This design comes from an exercise in tuning for small area, a short achievable clock period and few clock cycles per item on the open sky130 flow, not from production work. Only simulation tests tie the RTL to the original design; equivalence was not proved. Power figures rest on the tool's default switching activity, not on a simulated workload.

==> flow/design.v <==
module pwm_engine (
    input             clk,
    input             rst,         
    input             bus_valid,
    input             bus_write,
    input      [3:0]  bus_addr,    
    input      [1:0]  bus_size,    
    input      [31:0] bus_wdata,
    output            bus_ready,
    output     [31:0] bus_rdata,
    output            bus_err,
    output reg        ev_valid,
    output reg [3:0]  ev_kind,
    output reg [7:0]  ev_tmr,
    output reg [2:0]  ev_ch,
    output reg [31:0] ev_data,
    input             ev_ready
);
    localparam N_DESC  = 20;
    localparam N_TIMER = 4;
    localparam [3:0] C_OK    = 4'd0;
    localparam [3:0] C_SKIP  = 4'd1;
    localparam [3:0] C_INV   = 4'd2;
    localparam [3:0] C_OOR   = 4'd3;
    localparam [3:0] C_CAP   = 4'd4;
    localparam [3:0] C_DBZ   = 4'd5;
    localparam [3:0] C_ILL   = 4'd6;
    localparam [3:0] OP_CONFIG  = 4'h1;
    localparam [3:0] OP_INIT    = 4'h2;
    localparam [3:0] OP_DEINIT  = 4'h3;
    localparam [3:0] OP_START   = 4'h4;
    localparam [3:0] OP_STOP    = 4'h5;
    localparam [3:0] OP_SETPER  = 4'h6;
    localparam [3:0] OP_SETDUTY = 4'h7;
    localparam [3:0] OP_SETFREQ = 4'h8;
    localparam [3:0] OP_RDDESC  = 4'h9;
    localparam [3:0] OP_RDENG   = 4'hA;
    localparam [3:0] E_HOOK_INIT   = 4'd1;
    localparam [3:0] E_HOOK_DEINIT = 4'd2;
    localparam [3:0] E_PWM_START   = 4'd3;
    localparam [3:0] E_PWM_STOP    = 4'd4;
    localparam [3:0] E_WR_RELOAD   = 4'd5;
    localparam [3:0] E_WR_COMPARE  = 4'd6;
    localparam [3:0] E_CS_ENTER    = 4'd7;
    localparam [3:0] E_CS_EXIT     = 4'd8;
    localparam [3:0] E_BARRIER     = 4'd9;
    localparam [3:0] S_IDLE   = 4'd0;
    localparam [3:0] S_EXEC   = 4'd1;
    localparam [3:0] S_CALC   = 4'd2;
    localparam [3:0] S_CMP0   = 4'd3;
    localparam [3:0] S_CSE    = 4'd4;
    localparam [3:0] S_RLD    = 4'd5;
    localparam [3:0] S_SCAN   = 4'd6;
    localparam [3:0] S_CSX    = 4'd7;
    localparam [3:0] S_BAR    = 4'd8;
    localparam [3:0] S_PSTART = 4'd9;
    localparam [3:0] S_SINGLE = 4'd10;
    localparam [3:0] S_DUTY   = 4'd11;
    localparam [3:0] S_DBAR   = 4'd12;
    localparam [3:0] S_DONE   = 4'd13;
    localparam [3:0] S_FDIV1  = 4'd14;   
    localparam [3:0] S_FDIV2  = 4'd15;   
    reg [2:0]  d_ch   [0:N_DESC-1];
    reg [1:0]  d_tmr  [0:N_DESC-1];
    reg [31:0] d_cs   [0:N_DESC-1];
    reg [31:0] d_per  [0:N_DESC-1];
    reg [9:0]  d_duty [0:N_DESC-1];
    reg [N_DESC-1:0] d_cfg;
    reg [N_DESC-1:0] d_act;
    reg [4:0]  reg_slot [0:15];
    reg [4:0]  reg_cnt;
    reg [31:0] shadow [0:N_TIMER-1];
    reg [31:0] operand_r;
    reg [31:0] command_r;
    reg [31:0] rdata_r;
    reg [3:0]  code_r;
    reg [3:0]  lastop_r;
    reg [3:0]  st;
    reg [3:0]  res_code;    
    reg [4:0]  cur_i;       
    reg [1:0]  cur_t;       
    reg [2:0]  cur_ch;      
    reg        is_start;    
    reg [31:0] per_r;       
    reg [31:0] rel_r;       
    reg [9:0]  p_r;         
    reg [4:0]  k_r;         
    reg        cmp_wait;    
    reg [5:0]  div_cnt;     
    reg [41:0] div_quo;     
    reg [31:0] div_rem;
    reg [31:0] div_den;
    wire [32:0] div_sh  = {div_rem, div_quo[41]};
    wire [32:0] div_sub = div_sh - {1'b0, div_den};
    integer n;
    wire [3:0]  c_op   = command_r[31:28];
    wire [3:0]  c_rsv1 = command_r[27:24];
    wire [7:0]  c_desc = command_r[23:16];
    wire [7:0]  c_tmr  = command_r[15:8];
    wire [4:0]  c_rsv2 = command_r[7:3];
    wire [2:0]  c_chf  = command_r[2:0];
    wire [31:0] c_v    = operand_r;
    wire        c_illegal = (c_rsv1 != 4'd0) || (c_rsv2 != 5'd0) ||
                            (c_op == 4'h0) || (c_op >= 4'hB) ||
                            ((c_op != OP_CONFIG) && ((c_tmr != 8'd0) || (c_chf != 3'd0))) ||
                            ((c_op == OP_RDENG) && (c_desc != 8'd0));
    wire        c_idx_ok  = (c_desc < N_DESC);
    wire [4:0]  c_i       = c_desc[4:0];
    wire        c_present = c_idx_ok && d_cfg[c_i];
    reg         c_registered;
    always @* begin
        c_registered = 1'b0;
        for (n = 0; n < 16; n = n + 1)
            if ((n < reg_cnt) && (reg_slot[n] == c_i))
                c_registered = 1'b1;
    end
    wire        f_sign = c_v[31];
    wire [7:0]  f_exp  = c_v[30:23];
    wire [22:0] f_frac = c_v[22:0];
    wire [23:0] f_mant = (f_exp == 8'd0) ? {1'b0, f_frac} : {1'b1, f_frac};
    wire [7:0]  f_expe = (f_exp == 8'd0) ? 8'd1 : f_exp;
    wire [27:0] f_m10  = f_mant * 28'd10;
    wire [7:0]  f_k    = 8'd150 - f_expe;                
    wire [39:0] f_rnd  = ({12'd0, f_m10} + (40'd1 << (f_k - 8'd1))) >> f_k;
    reg  [27:0] f_perm;
    reg         f_bad;
    always @* begin
        f_perm = 28'd0;
        f_bad  = 1'b0;
        if (f_exp == 8'hFF)
            f_bad = 1'b1;                                
        else if (f_expe >= 8'd150)
            f_bad = 1'b1;                                
        else begin
            if (f_k >= 8'd30)
                f_perm = 28'd0;
            else
                f_perm = f_rnd[27:0];
            if (f_perm > 28'd1000)
                f_bad = 1'b1;
            if (f_sign && (f_perm != 28'd0))
                f_bad = 1'b1;
        end
    end
    wire        freq_dbz = (c_v < 32'd10);
    wire [31:0] desc_word = {8'd0, 6'd0, d_tmr[c_i], 5'd0, d_ch[c_i],
                             5'd0, c_registered, d_cfg[c_i], d_act[c_i]};
    reg  [31:0] rd_desc;
    reg         rd_desc_bad;
    always @* begin
        rd_desc     = 32'd0;
        rd_desc_bad = 1'b0;
        case (c_v)
            32'd0: rd_desc = desc_word;
            32'd1: rd_desc = {22'd0, d_duty[c_i]};
            32'd2: rd_desc = d_per[c_i];
            32'd3: rd_desc = d_cs[c_i];
            32'd4: rd_desc = d_cfg[c_i] ? shadow[d_tmr[c_i]] : 32'd0;
            default: rd_desc_bad = 1'b1;
        endcase
    end
    reg  [31:0] rd_eng;
    reg         rd_eng_bad;
    always @* begin
        rd_eng     = 32'd0;
        rd_eng_bad = 1'b0;
        if (c_v == 32'h000)
            rd_eng = {27'd0, reg_cnt};
        else if ((c_v >= 32'h100) && (c_v <= 32'h10F))
            rd_eng = ({1'b0, c_v[3:0]} < reg_cnt) ? {27'd0, reg_slot[c_v[3:0]]} : 32'hFFFF_FFFF;
        else if ((c_v >= 32'h200) && (c_v < 32'h200 + N_TIMER))
            rd_eng = shadow[c_v[1:0]];
        else
            rd_eng_bad = 1'b1;
    end
    wire [4:0]  scan_j   = reg_slot[k_r[3:0]];
    wire        scan_sib = (d_tmr[scan_j] == cur_t) && d_act[scan_j];
    wire [9:0]  cmp_d    = (st == S_DUTY) ? p_r : d_duty[scan_j];
    wire [31:0] cmp_r    = (st == S_DUTY) ? shadow[cur_t] : rel_r;
    wire [41:0] cmp_prod = cmp_d * cmp_r;
    wire        cmp_zero = (cmp_d == 10'd0);
    wire        cmp_full = (cmp_d == 10'd1000);
    wire [31:0] cmp_fix  = cmp_zero ? 32'd0 : cmp_r + 32'd100;   
    wire [31:0] cmp_div  = div_quo[31:0] + 32'd1;                
    wire acc_bad   = (bus_size != 2'd2) || (bus_addr[1:0] != 2'd0);
    wire acc_cmd   = bus_write && !acc_bad && (bus_addr[3:2] == 2'd1);
    assign bus_ready = ((st == S_IDLE) && bus_valid && !acc_cmd) || (st == S_DONE);
    assign bus_err   = (st == S_IDLE) && acc_bad;
    reg [31:0] rd_mux;
    always @* begin
        case (bus_addr[3:2])
            2'd0: rd_mux = operand_r;
            2'd1: rd_mux = command_r;
            2'd2: rd_mux = {19'd0, reg_cnt, lastop_r, code_r};
            default: rd_mux = rdata_r;
        endcase
    end
    assign bus_rdata = ((st == S_IDLE) && !acc_bad && !bus_write) ? rd_mux : 32'd0;
    task emit;
        input [3:0]  kind;
        input [2:0]  ch;
        input [31:0] data;
        begin
            ev_valid <= 1'b1;
            ev_kind  <= kind;
            ev_tmr   <= (kind <= E_WR_COMPARE) ? {6'd0, cur_t} : 8'd0;
            ev_ch    <= ch;
            ev_data  <= data;
        end
    endtask
    always @(posedge clk) begin
        if (rst) begin
            for (n = 0; n < N_DESC; n = n + 1) begin
                d_ch[n]   <= 3'd0;
                d_tmr[n]  <= 2'd0;
                d_cs[n]   <= 32'd0;
                d_per[n]  <= 32'd0;
                d_duty[n] <= 10'd0;
            end
            d_cfg <= {N_DESC{1'b0}};
            d_act <= {N_DESC{1'b0}};
            for (n = 0; n < 16; n = n + 1)
                reg_slot[n] <= 5'd0;
            reg_cnt <= 5'd0;
            for (n = 0; n < N_TIMER; n = n + 1)
                shadow[n] <= 32'd0;
            operand_r <= 32'd0;
            command_r <= 32'd0;
            rdata_r   <= 32'd0;
            code_r    <= 4'd0;
            lastop_r  <= 4'd0;
            st        <= S_IDLE;
            res_code  <= 4'd0;
            cur_i     <= 5'd0;
            cur_t     <= 2'd0;
            cur_ch    <= 3'd0;
            is_start  <= 1'b0;
            per_r     <= 32'd0;
            rel_r     <= 32'd0;
            p_r       <= 10'd0;
            k_r       <= 5'd0;
            cmp_wait  <= 1'b0;
            div_cnt   <= 6'd0;
            div_quo   <= 42'd0;
            div_rem   <= 32'd0;
            div_den   <= 32'd0;
            ev_valid  <= 1'b0;
            ev_kind   <= 4'd0;
            ev_tmr    <= 8'd0;
            ev_ch     <= 3'd0;
            ev_data   <= 32'd0;
        end else begin
            if (div_cnt != 6'd0) begin
                if (!div_sub[32]) begin
                    div_rem <= div_sub[31:0];
                    div_quo <= {div_quo[40:0], 1'b1};
                end else begin
                    div_rem <= div_sh[31:0];
                    div_quo <= {div_quo[40:0], 1'b0};
                end
                div_cnt <= div_cnt - 6'd1;
            end
            case (st)
            S_IDLE: begin
                if (bus_valid && bus_write && !acc_bad) begin
                    if (bus_addr[3:2] == 2'd0)
                        operand_r <= bus_wdata;
                    else if (bus_addr[3:2] == 2'd1) begin
                        command_r <= bus_wdata;
                        st        <= S_EXEC;
                    end
                end
            end
            S_EXEC: begin
                cur_i    <= c_i;
                cur_t    <= d_tmr[c_i];
                cur_ch   <= d_ch[c_i];
                is_start <= 1'b0;
                res_code <= C_OK;
                st       <= S_DONE;
                if (c_illegal)
                    res_code <= C_ILL;
                else begin
                    case (c_op)
                    OP_CONFIG: begin
                        if (!c_idx_ok || (c_tmr >= N_TIMER) || (c_chf < 3'd1) ||
                            (c_chf > 3'd5) || d_act[c_i])
                            res_code <= C_INV;
                        else begin
                            d_ch[c_i]  <= c_chf;
                            d_tmr[c_i] <= c_tmr[1:0];
                            d_cs[c_i]  <= c_v;
                            d_cfg[c_i] <= 1'b1;
                        end
                    end
                    OP_INIT: begin
                        if (!c_present)
                            res_code <= C_INV;
                        else if (!c_registered && (reg_cnt == 5'd16))
                            res_code <= C_CAP;
                        else begin
                            d_per[c_i]  <= 32'd0;
                            d_duty[c_i] <= 10'd0;
                            d_act[c_i]  <= 1'b0;
                            if (!c_registered) begin
                                reg_slot[reg_cnt[3:0]] <= c_i;
                                reg_cnt <= reg_cnt + 5'd1;
                            end
                            st <= S_SINGLE;
                        end
                    end
                    OP_DEINIT, OP_STOP: begin
                        if (!c_present)
                            res_code <= C_INV;
                        else begin
                            d_act[c_i] <= 1'b0;
                            if (c_op == OP_DEINIT) begin
                                d_per[c_i]  <= 32'd0;
                                d_duty[c_i] <= 10'd0;
                            end
                            st <= S_SINGLE;
                        end
                    end
                    OP_START: begin
                        if (!c_present)
                            res_code <= C_INV;
                        else if (d_act[c_i])
                            res_code <= C_SKIP;
                        else begin
                            d_per[c_i]  <= 32'd0;
                            d_duty[c_i] <= 10'd0;
                            per_r       <= 32'd100;
                            is_start    <= 1'b1;
                            st          <= S_CALC;
                        end
                    end
                    OP_SETPER: begin
                        if (!c_present)
                            res_code <= C_INV;
                        else begin
                            d_per[c_i] <= c_v;
                            per_r      <= c_v;
                            st         <= S_CALC;
                        end
                    end
                    OP_SETDUTY: begin
                        if (!c_present)
                            res_code <= C_INV;
                        else if (f_bad)
                            res_code <= C_OOR;
                        else if (f_perm[9:0] == d_duty[c_i])
                            res_code <= C_SKIP;
                        else begin
                            d_duty[c_i] <= f_perm[9:0];
                            p_r         <= f_perm[9:0];
                            st          <= S_DUTY;
                        end
                    end
                    OP_SETFREQ: begin
                        if (!c_present)
                            res_code <= C_INV;
                        else if (freq_dbz)
                            res_code <= C_DBZ;
                        else begin
                            div_quo <= {10'd0, c_v};
                            div_den <= 32'd10;
                            div_rem <= 32'd0;
                            div_cnt <= 6'd42;
                            st      <= S_FDIV1;
                        end
                    end
                    OP_RDDESC: begin
                        if (!c_idx_ok || rd_desc_bad)
                            res_code <= C_INV;
                        else
                            rdata_r <= rd_desc;
                    end
                    OP_RDENG: begin
                        if (rd_eng_bad)
                            res_code <= C_INV;
                        else
                            rdata_r <= rd_eng;
                    end
                    default: res_code <= C_ILL;
                    endcase
                end
            end
            S_FDIV1: begin
                if (div_cnt == 6'd0) begin
                    div_den <= div_quo[31:0];
                    div_quo <= 42'd100000;
                    div_rem <= 32'd0;
                    div_cnt <= 6'd42;
                    st      <= S_FDIV2;
                end
            end
            S_FDIV2: begin
                if (div_cnt == 6'd0) begin
                    d_per[cur_i] <= div_quo[31:0];
                    per_r        <= div_quo[31:0];
                    st           <= S_CALC;
                end
            end
            S_CALC: begin
                rel_r <= per_r * d_cs[cur_i] + 32'd2;
                k_r   <= 5'd0;
                st    <= is_start ? S_CMP0 : S_CSE;
            end
            S_CMP0: begin
                if (!ev_valid)
                    emit(E_WR_COMPARE, cur_ch, 32'd0);
                else if (ev_ready) begin
                    ev_valid <= 1'b0;
                    st       <= S_CSE;
                end
            end
            S_CSE: begin
                if (!ev_valid)
                    emit(E_CS_ENTER, 3'd0, 32'd0);
                else if (ev_ready) begin
                    ev_valid <= 1'b0;
                    st       <= S_RLD;
                end
            end
            S_RLD: begin
                if (!ev_valid)
                    emit(E_WR_RELOAD, 3'd0, rel_r);
                else if (ev_ready) begin
                    ev_valid      <= 1'b0;
                    shadow[cur_t] <= rel_r;
                    st            <= S_SCAN;
                end
            end
            S_SCAN: begin
                if (!ev_valid) begin
                    if (k_r == reg_cnt)
                        st <= S_CSX;
                    else if (!scan_sib)
                        k_r <= k_r + 5'd1;
                    else if (cmp_zero || cmp_full)
                        emit(E_WR_COMPARE, d_ch[scan_j], cmp_fix);
                    else if (!cmp_wait) begin
                        div_quo  <= cmp_prod;
                        div_den  <= 32'd1000;
                        div_rem  <= 32'd0;
                        div_cnt  <= 6'd42;
                        cmp_wait <= 1'b1;
                    end else if (div_cnt == 6'd0) begin
                        emit(E_WR_COMPARE, d_ch[scan_j], cmp_div);
                        cmp_wait <= 1'b0;
                    end
                end else if (ev_ready) begin
                    ev_valid <= 1'b0;
                    k_r      <= k_r + 5'd1;
                end
            end
            S_CSX: begin
                if (!ev_valid)
                    emit(E_CS_EXIT, 3'd0, 32'd0);
                else if (ev_ready) begin
                    ev_valid <= 1'b0;
                    st       <= S_BAR;
                end
            end
            S_BAR: begin
                if (!ev_valid)
                    emit(E_BARRIER, 3'd0, 32'd0);
                else if (ev_ready) begin
                    ev_valid <= 1'b0;
                    st       <= is_start ? S_PSTART : S_DONE;
                end
            end
            S_PSTART: begin
                if (!ev_valid)
                    emit(E_PWM_START, cur_ch, 32'd0);
                else if (ev_ready) begin
                    ev_valid     <= 1'b0;
                    d_act[cur_i] <= 1'b1;
                    st           <= S_DONE;
                end
            end
            S_SINGLE: begin
                if (!ev_valid)
                    emit((c_op == OP_INIT)   ? E_HOOK_INIT :
                         (c_op == OP_DEINIT) ? E_HOOK_DEINIT : E_PWM_STOP,
                         cur_ch, 32'd0);
                else if (ev_ready) begin
                    ev_valid <= 1'b0;
                    st       <= S_DONE;
                end
            end
            S_DUTY: begin
                if (!ev_valid) begin
                    if (cmp_zero || cmp_full)
                        emit(E_WR_COMPARE, cur_ch, cmp_fix);
                    else if (!cmp_wait) begin
                        div_quo  <= cmp_prod;
                        div_den  <= 32'd1000;
                        div_rem  <= 32'd0;
                        div_cnt  <= 6'd42;
                        cmp_wait <= 1'b1;
                    end else if (div_cnt == 6'd0) begin
                        emit(E_WR_COMPARE, cur_ch, cmp_div);
                        cmp_wait <= 1'b0;
                    end
                end else if (ev_ready) begin
                    ev_valid <= 1'b0;
                    st       <= S_DBAR;
                end
            end
            S_DBAR: begin
                if (!ev_valid)
                    emit(E_BARRIER, 3'd0, 32'd0);
                else if (ev_ready) begin
                    ev_valid <= 1'b0;
                    st       <= S_DONE;
                end
            end
            S_DONE: begin
                code_r   <= res_code;
                lastop_r <= c_op;
                st       <= S_IDLE;
            end
            default: st <= S_IDLE;
            endcase
        end
    end
endmodule
==> flow/run.sh <==
#!/bin/bash
# synth_recipe.tcl (not shown) runs the flow's synth.tcl, then flattens the netlist and writes it again
# the make line also repeats each setting of config.mk as NAME=value (left out here)
make -C /OpenROAD-flow-scripts/flow DESIGN_CONFIG=/design/flow/config.mk WORK_HOME=/design/flow/orfs CLKGATE_MAP_FILE= SYNTH_SCRIPT=/design/flow/synth_recipe.tcl finish
==> flow/config.mk <==
export PLATFORM = sky130hd
export DESIGN_NAME = pwm_engine
export DESIGN_NICKNAME = pwm_engine
export VERILOG_FILES = /design/flow/design.v
export SDC_FILE = /design/flow/constraint.sdc
export NUM_CORES = 4
export LEC_CHECK = 0
export CAP_MARGIN = 20
export CORE_MARGIN = 2
export CORE_UTILIZATION = 40
export SLEW_MARGIN = 20
==> flow/constraint.sdc <==
create_clock -name core_clock -period 25.0 [get_ports {clk}]
set_input_delay 5.0000 -clock core_clock [delete_from_list [all_inputs] [get_ports {clk}]]
set_output_delay 5.0000 -clock core_clock [all_outputs]
set_load 0.01 [all_outputs]
==> results.yml <==
global_route:
  antenna_found_initial: 58
  grt_pass1_vias: 131000
  overflow: 0
  grt_start_max_net_pins: 125
  gr-usage-all-layers: 0.279
  grt_pass1_wl_mm: 967
clocking:
  clk-insertion-delay-late_ns: 0.99
  cts_root_buf: "clkbuf_16"
  tritoncts: "built"
  postCtsHoldBufs: 0
  cts_max_path_buffers: 4
  h-tree-depth: 5
  clock-sinks: 3156
  cts_buffers: 347
  post-cts-setup-buffers: 0
  cts_resized: 0
  clk_pin_slew_ns: 0.07
critical_path:
  r2r_setup_slack_ns: 12.54
  crit_cells: 5
  path_cells: "clkdlybuf4s50_1, or4b_2, or3_1, nor2b_1, clkdlybuf4s50_1"
  cpMaxStageDelayCell: "or3_1"
  arrival_ns: 7.71
  ff2ff_path_depth: 36
  crit_required_ns: 20.00
  crit_end: "bus_rdata[10]"
  r2r_end: "div_quo[41]$_SDFF_PP0_"
  path_max_fanout: 32
  path_class: "in -> out"
  critPathMaxStageDelay_ns: 0.76
  startpoint_type: "primary input"
  path_delay_family: "simple AND/OR/NAND/NOR gates"
  crit_start: "bus_size[0]"
  cp.buffers_inverters: 2
  setup.worst_path.end_class: "output port"
  crit_top_cell: "clkdlybuf4s50_1"
timing:
  finalCritPeriodShare: 0.509
  maxSlewHeadroom: 0.0723
  fin_hold_ws_ns: 0.410
  setup_tns_ns: 0
  skew_ns: 0.109
  min_period_ns: 12.71
  rsz0062_at_grt: "no"
  worst_pin_slew_ns: 1.35
  report.final.slew_viol_count: 0
  setup_violations: 0
  hold_viol: 0
  timing.fmax_mhz: 78.7
cells_and_area:
  final_cell_mix: "edfxtp_1, nand2_1, nor2_1"
  fillers: 42800
  syn_to_final_growth_pct: 11.9
  fin_nets: 16500
  final_util: 0.449
  layout_commonest_cell: "edfxtp_1"
  drive_gt1_frac: 0.184
floorplanning:
  die_y_um: 692
  dieArea_um2: 479000
  die_w_um: 692
  start_util: 0.402
  io_pins: 125
  placementRows: 252
  core-area_um2: 471000
pwr:
  clkPwrFrac: 0.309
  power_leakage_nw: 73.5
  switching_share: 0.344
  pwr-share-seq: 0.377
  powerDensity_nw_per_um2: 78.1
  p_switching_w: 0.00569
  combPwrFrac: 0.314
  power.internal_w: 0.0108
  ir_worst_vdd_mv: 0.0850
flow_run:
  max_cap_viol_count: 0
min_path:
  hp-start: "res_code[1]$_SDFFE_PP0P_"
  hold_path.class: "reg -> reg"
detailed_routing:
  final_antenna_net_count: 0
  viasPerCell: 6.10
  drt_pass1_iterations: 12
  routed_wl_mm: 682
  post_drt_wl_per_cell_um: 31.0
  drt_iter0_drc: 18300
  route.vias.total: 134000
  drc: 0
logic_synthesis:
  async_flop_share: 0
  synth.distinct_cells: 126
  ys.flop_type: "edfxtp_1"
  synth_edf_count: 2736
  syn_avg_cell_area_um2: 12.4
  syn_area_um2: 189000
  ys_seq_elements: 3156
  yosysWarnings: 1
  synthCells: 15200
  synth.yosys.seq_area_share: 0.479
outcome:
  status: "no timing/DRC/antenna violations"
placed_design:
  place_congestion: 0.979
  io_buffers: 118
  dpl.hpwl_mm: 458
[flip-flops by register name (all words and copies together), names as in the netlist, 6 cells and up, named ones only]
register,cells
operand_r,32
div_rem,32
d_ch,96
d_cfg,20
rel_r,32
div_den,32
d_tmr,64
shadow,128
d_duty,320
command_r,32
ev_data,32
div_cnt,6
div_quo,42
rdata_r,32
p_r,10
d_cs,1024
d_act,20
per_r,32
d_per,1024
reg_slot,80
[synth_stat cells, drive strengths merged (47+ instances only)]
cell / n / share of area
a21o: 68 / 0.0027
xnor2: 225 / 0.010
a22oi: 114 / 0.0048
o22ai: 68 / 0.0023
nor2b: 141 / 0.0047
nand2b: 91 / 0.0030
mux4: 1274 / 0.15
xor2: 105 / 0.0049
nor4: 53 / 0.0018
a21oi: 513 / 0.014
o21ai: 256 / 0.0068
dfxtp: 420 / 0.044
ha: 325 / 0.021
inv: 933 / 0.019
a211oi: 229 / 0.0094
nand3: 224 / 0.0060
edfxtp: 2736 / 0.43
mux2i: 301 / 0.016
a31oi: 66 / 0.0024
nand4: 47 / 0.0016
clkbuf: 997 / 0.020
fa: 650 / 0.069
o2bb2ai: 47 / 0.0025
mux2: 60 / 0.0036
and2: 829 / 0.027
buf: 317 / 0.0089
nand2: 1444 / 0.029
nor2: 1339 / 0.027
or3: 54 / 0.0018
and3: 112 / 0.0037
a221oi: 75 / 0.0035
nor3: 561 / 0.019
o21a: 49 / 0.0019
[final cells by class]
cell class	instances	area (um^2)	area share
antenna	27	67.6	0.000319
clock buffer	463	9520	0.0450
clock inverter	165	1530	0.00724
inverter	935	3510	0.0166
multi-input combinational	10400	93000	0.440
sequential	3156	90700	0.428
tap	6223	7790	0.0368
timing repair buffer	665	5540	0.0262
[power by group through the flow]
stage | registers, W | logic, W | clock network (W)
after floorplan | 0.00620 | 0.00351 | 0
after global placement | 0.00631 | 0.00508 | 0
after detailed placement | 0.00632 | 0.00507 | 0
after CTS | 0.00621 | 0.00515 | 0.00514
after global routing | 0.00624 | 0.00574 | 0.00534
final | 0.00623 | 0.00519 | 0.00511
[routing by layer]
metal / global-route usage / wire length (um) / up-vias
li1: - / - / 55700
met1: 0.368 / 254000 / 68700
met2: 0.421 / 301000 / 8269
met3: 0.0784 / 85700 / 1532
met4: 0.143 / 40700 / 36
met5: 0 / 228 / -
[cells by family (layout without fill, tap and decap cells)]
kind of cell | count (synthesis) | in the layout | share of synthesized area
compound gates | 1862 | 1862 | 0.0680
xor+xnor | 330 | 330 | 0.0154
fa+ha+maj | 976 | 976 | 0.0903
buf+inv | 2249 | 2228 | 0.0472
flops | 3156 | 3156 | 0.479
mux | 1635 | 1635 | 0.171
other cells | 1 | 597 | 0.0000198
simple gates | 5005 | 5005 | 0.129
[how the worst min path moves through the flow]
stage / end / slack [ns] / cells past startpoint
2_1_floorplan: d_cfg[10]$_SDFFE_PP0P_ / 0.43 / 1
3_3_place_gp: d_cfg[2]$_SDFFE_PP0P_ / 0.44 / 1
3_5_place_dp: p_r[9]$_SDFFE_PP0P_ / 0.44 / 2
4_1_cts: code_r[1]$_SDFFE_PP0P_ / 0.42 / 2
5_1_grt: code_r[1]$_SDFFE_PP0P_ / 0.46 / 2
6_report: code_r[1]$_SDFFE_PP0P_ / 0.41 / 2
[tightest hold or removal path, cell delays in order, from the launching register on]
cell	delay (ns)
dfxtp_1	0.32
nand2_1	0.05
a21oi_1	0.05
[stage by stage]
| stage | cells | total power, W | area (um^2) | setup slack [ns] |
|---|---|---|---|---|
| 6_report | 22000 | 0.0165 | 212000 | 12.29 |
| 5_1_grt | 22000 | 0.0173 | 212000 | 12.02 |
| 4_1_cts | 22000 | 0.0165 | 211000 | 12.27 |
| 3_5_place_dp | 21400 | 0.0114 | 200000 | 12.28 |
| 3_3_place_gp | 21300 | 0.0114 | 200000 | 12.33 |
| 2_1_floorplan | 15800 | 0.00971 | 191000 | 13.30 |
Testbench counts, summed over its fixed seeds: cycles 194,416, commands 3,712.

-- static timing again, ports no longer ideal --
How much do the figures lean on ideal ports? The routed layout below was timed once more, with nothing changed but the port constraints. Step 1 sets driving cells, clkbuf_16 on the clock port and buf_2 on the other inputs (assumed; they add their load-dependent delay and slew). Step 2 also shifts input and output timing later by t, the mid clock arrival at the registers, as if the neighbouring blocks saw the same clock. Slacks: ideal ports / drivers / drivers and shift; pairs: ideal ports / drivers.
t (ns): 1.073
slack for setup (ns): 12.287 / 12.263 / 12.263
worst setup path at the end: input to output
latest minus earliest clock arrival (ns): 0.114 / 0.113
slew at the worst register clock pin (ns): 0.07 / 0.07
After both steps this run still meets setup and hold. The setup slack of this run moves by -0.024 ns with the drivers and by -0.024 ns with both steps.
